Background: an optimization exercise with open tools, aiming at small area, a short achievable clock period and few clock cycles per item. Do not read the settings as production practice. Where RTL was checked, it was by simulation tests only, not by an equivalence proof against the original. Power and IR drop assume default switching activity.

==> flow/design.v (excerpt) <==
module lzdec (
    input  wire        clk,
    input  wire        rst,             
    input  wire        cmd_valid,
    output wire        cmd_ready,
    input  wire        cmd_kind,        
    input  wire        cmd_len_known,
    input  wire        cmd_cap_en,
    input  wire [15:0] cmd_src_len,
    input  wire [31:0] cmd_skip,
    input  wire [31:0] cmd_take,
    input  wire [31:0] cmd_max_out,
    input  wire [7:0]  cmd_fill,
    input  wire        in_valid,
    input  wire [7:0]  in_data,
    output wire        in_ready,
    output wire        out_valid,
    output wire [7:0]  out_data,
    input  wire        out_ready,
    output wire        done,
    output wire [2:0]  err,
    output wire        win_we,
    output wire [11:0] win_waddr,
    output wire [7:0]  win_wdata,
    output wire [11:0] win_raddr,
    input  wire [7:0]  win_rdata
);
Size: ~270 flip-flops, ~190 I/O pins, roughly 0.019 mm2 of cells after synthesis.
Settings: LEC_CHECK=0, CAP_MARGIN=20, CORE_MARGIN=2, CORE_UTILIZATION=40, SLEW_MARGIN=20; clock period 6.0 ns.
standard.sh (not shown) runs the stock make flow with config.mk's settings and CLKGATE_MAP_FILE= SYNTH_SCRIPT=/design/flow/synth_recipe.tcl, a recipe that flattens the netlist after the stock synthesis.
==> flow/flow/run.sh <==
#!/bin/bash
# The standard layout, with the port buffers that buffer_ports inserts made of
# plain buffers (buf_2) instead of the delay-buffer cell it picks by default.
set -euo pipefail
export BUFFER_PORTS_ARGS="-buffer_cell sky130_fd_sc_hd__buf_2"
bash standard.sh > standard_flow.log 2>&1
Then changed:
==> flow/run.sh (new file) <==
#!/bin/bash
# synth_recipe.tcl (not shown) runs the flow's synth.tcl, then flattens the netlist and writes it again
# the make line also repeats each setting of config.mk as NAME=value (left out here)
make -C /OpenROAD-flow-scripts/flow DESIGN_CONFIG=/design/flow/config.mk WORK_HOME=/design/flow/orfs CLKGATE_MAP_FILE= SYNTH_SCRIPT=/design/flow/synth_recipe.tcl finish
removed: flow/flow/run.sh
removed: flow/standard.sh
=> Clock-buffer cell count went down by 6. Die area does not change. Total power is about the same. Non-clock buffer count went up by 1. Final area went up by a few percent. Sequential cell count stays the same.
Then changed:
==> flow/flow/run.sh (new file) <==
#!/bin/bash
# The standard layout, with the port buffers that buffer_ports inserts made of
# plain buffers (buf_2) instead of the delay-buffer cell it picks by default.
set -euo pipefail
export BUFFER_PORTS_ARGS="-buffer_cell sky130_fd_sc_hd__buf_2"
bash standard.sh > standard_flow.log 2>&1
==> flow/standard.sh (new file) <==
#!/bin/bash
# synth_recipe.tcl (not shown) runs the flow's synth.tcl, then flattens the netlist and writes it again
# the make line also repeats each setting of config.mk as NAME=value (left out here)
make -C /OpenROAD-flow-scripts/flow DESIGN_CONFIG=/design/flow/config.mk WORK_HOME=/design/flow/orfs CLKGATE_MAP_FILE= SYNTH_SCRIPT=/design/flow/synth_recipe.tcl "${@:-finish}"
- ABC_CLOCK_PERIOD_IN_PS: unset -> 3000
- CAP_MARGIN: 20 -> 0
- CORE_UTILIZATION: 40 -> 65
- SETUP_SLACK_MARGIN: unset -> 2.2
- SLEW_MARGIN: 20 -> 0
removed: flow/run.sh
Outcome: Power goes down by 4.4%. Final area hardly moves. First-iteration DRC count climbs by 75%.
Then changed:
==> flow/run.sh (new file) <==
#!/bin/bash
# synth_recipe.tcl (not shown) runs the flow's synth.tcl, then flattens the netlist and writes it again
# the make line also repeats each setting of config.mk as NAME=value (left out here)
make -C /OpenROAD-flow-scripts/flow DESIGN_CONFIG=/design/flow/config.mk WORK_HOME=/design/flow/orfs CLKGATE_MAP_FILE= SYNTH_SCRIPT=/design/flow/synth_recipe.tcl finish
- ABC_CLOCK_PERIOD_IN_PS: 3000 -> 3500
- CORE_UTILIZATION: 65 -> 60
- SETUP_SLACK_MARGIN: 2.2 -> 1.5
removed: flow/flow/run.sh
removed: flow/standard.sh
Outcome: Clock-buffer cell count is higher by 4. Power increases by 1.1%. Routed wire length falls by 4.5%. Maximum frequency drops by 0.95%. Clock skew climbs by 0.0089 ns. Die area rises by 8.1%. Synthesized cell count is unchanged. Worst setup slack gets worse by 0.044 ns. Design area drops by 0.48%. Clock power is higher by about 3%. Critical path depth does not change.
No run of this note included a check of the RTL's function; only the layout flow was run.


Another version of the RTL of lzdec (not shown whole).
For scale: about 2000 cells after synthesis, ~280 flip-flops.
Settings: LEC_CHECK=0, ABC_CLOCK_PERIOD_IN_PS=4000, CAP_MARGIN=0, CORE_MARGIN=2, CORE_UTILIZATION=60, SETUP_SLACK_MARGIN=1.6, SLEW_MARGIN=0; clock period 6.0 ns.
==> flow/flow/run.sh <==
#!/bin/bash
# The standard layout, with the port buffers that buffer_ports inserts made of
# plain buffers (buf_2) instead of the delay-buffer cell it picks by default.
set -euo pipefail
export BUFFER_PORTS_ARGS="-buffer_cell sky130_fd_sc_hd__buf_2"
bash standard.sh > standard_flow.log 2>&1
Testbench counts at the start, summed over its fixed seeds: cycles 594,718, bytes 529,560.
Rerun with:
- ABC_CLOCK_PERIOD_IN_PS: 4000 -> 3500
- SETUP_SLACK_MARGIN: 1.6 -> 1.5
Critical path depth went down by 2; final area went down by 1.2%; sequential share of layout area went up by 0.49 points; wire length went up by 0.89%; fmax went down by 3.1%; setup slack got worse by 0.14 ns.
Rerun with:
- ABC_CLOCK_PERIOD_IN_PS: 3500 -> 4000
- CORE_UTILIZATION: 60 -> 65
- SETUP_SLACK_MARGIN: 1.5 -> 1.7
Outcome: The new run finished with timing, DRC and antenna clean. Worst setup slack improves by 0.045 ns. Clock-buffer cell count drops by 7. Wire length is about the same.

==> separate check: timing with driven ports <==
In the flow no input, the clock included, has a driving cell. The finished layouts below were timed again as built, in two steps. Step 1, drivers: a clkbuf_16 drives clk and a buf_2 each remaining input, both assumed. Step 2 also shifts input and output timing later by t, the mid clock arrival at the registers, as if the neighbouring blocks saw the same clock. a / b / c = ideal ports / drivers / drivers and shift; a / b = the first two.
run | t, ns | setup slack, ns | slew at the worst register clock pin (ns)
the first run of note 1 | 0.591 | 0.632 / 0.581 / 0.940 | 0.06 / 0.06
the second run of note 1 | 0.603 | 0.404 / 0.349 / 0.728 | 0.06 / 0.06
the third run of note 1 | 0.622 | 1.424 / 1.372 / 1.824 | 0.07 / 0.07
the fourth run of note 1 | 0.617 | 1.381 / 1.330 / 1.519 | 0.07 / 0.07
the first run of note 2 | 0.558 | 1.622 / 1.571 / 1.251 | 0.07 / 0.07
the second run of note 2 | 0.562 | 1.484 / 1.420 / 1.325 | 0.06 / 0.06
the third run of note 2 | 0.614 | 1.529 / 1.476 / 1.409 | 0.07 / 0.07
After both steps every run listed still meets setup and hold. The setup slack of the first run of note 2, which loses most, moves by -0.051 ns with the drivers and by -0.371 ns with both steps.
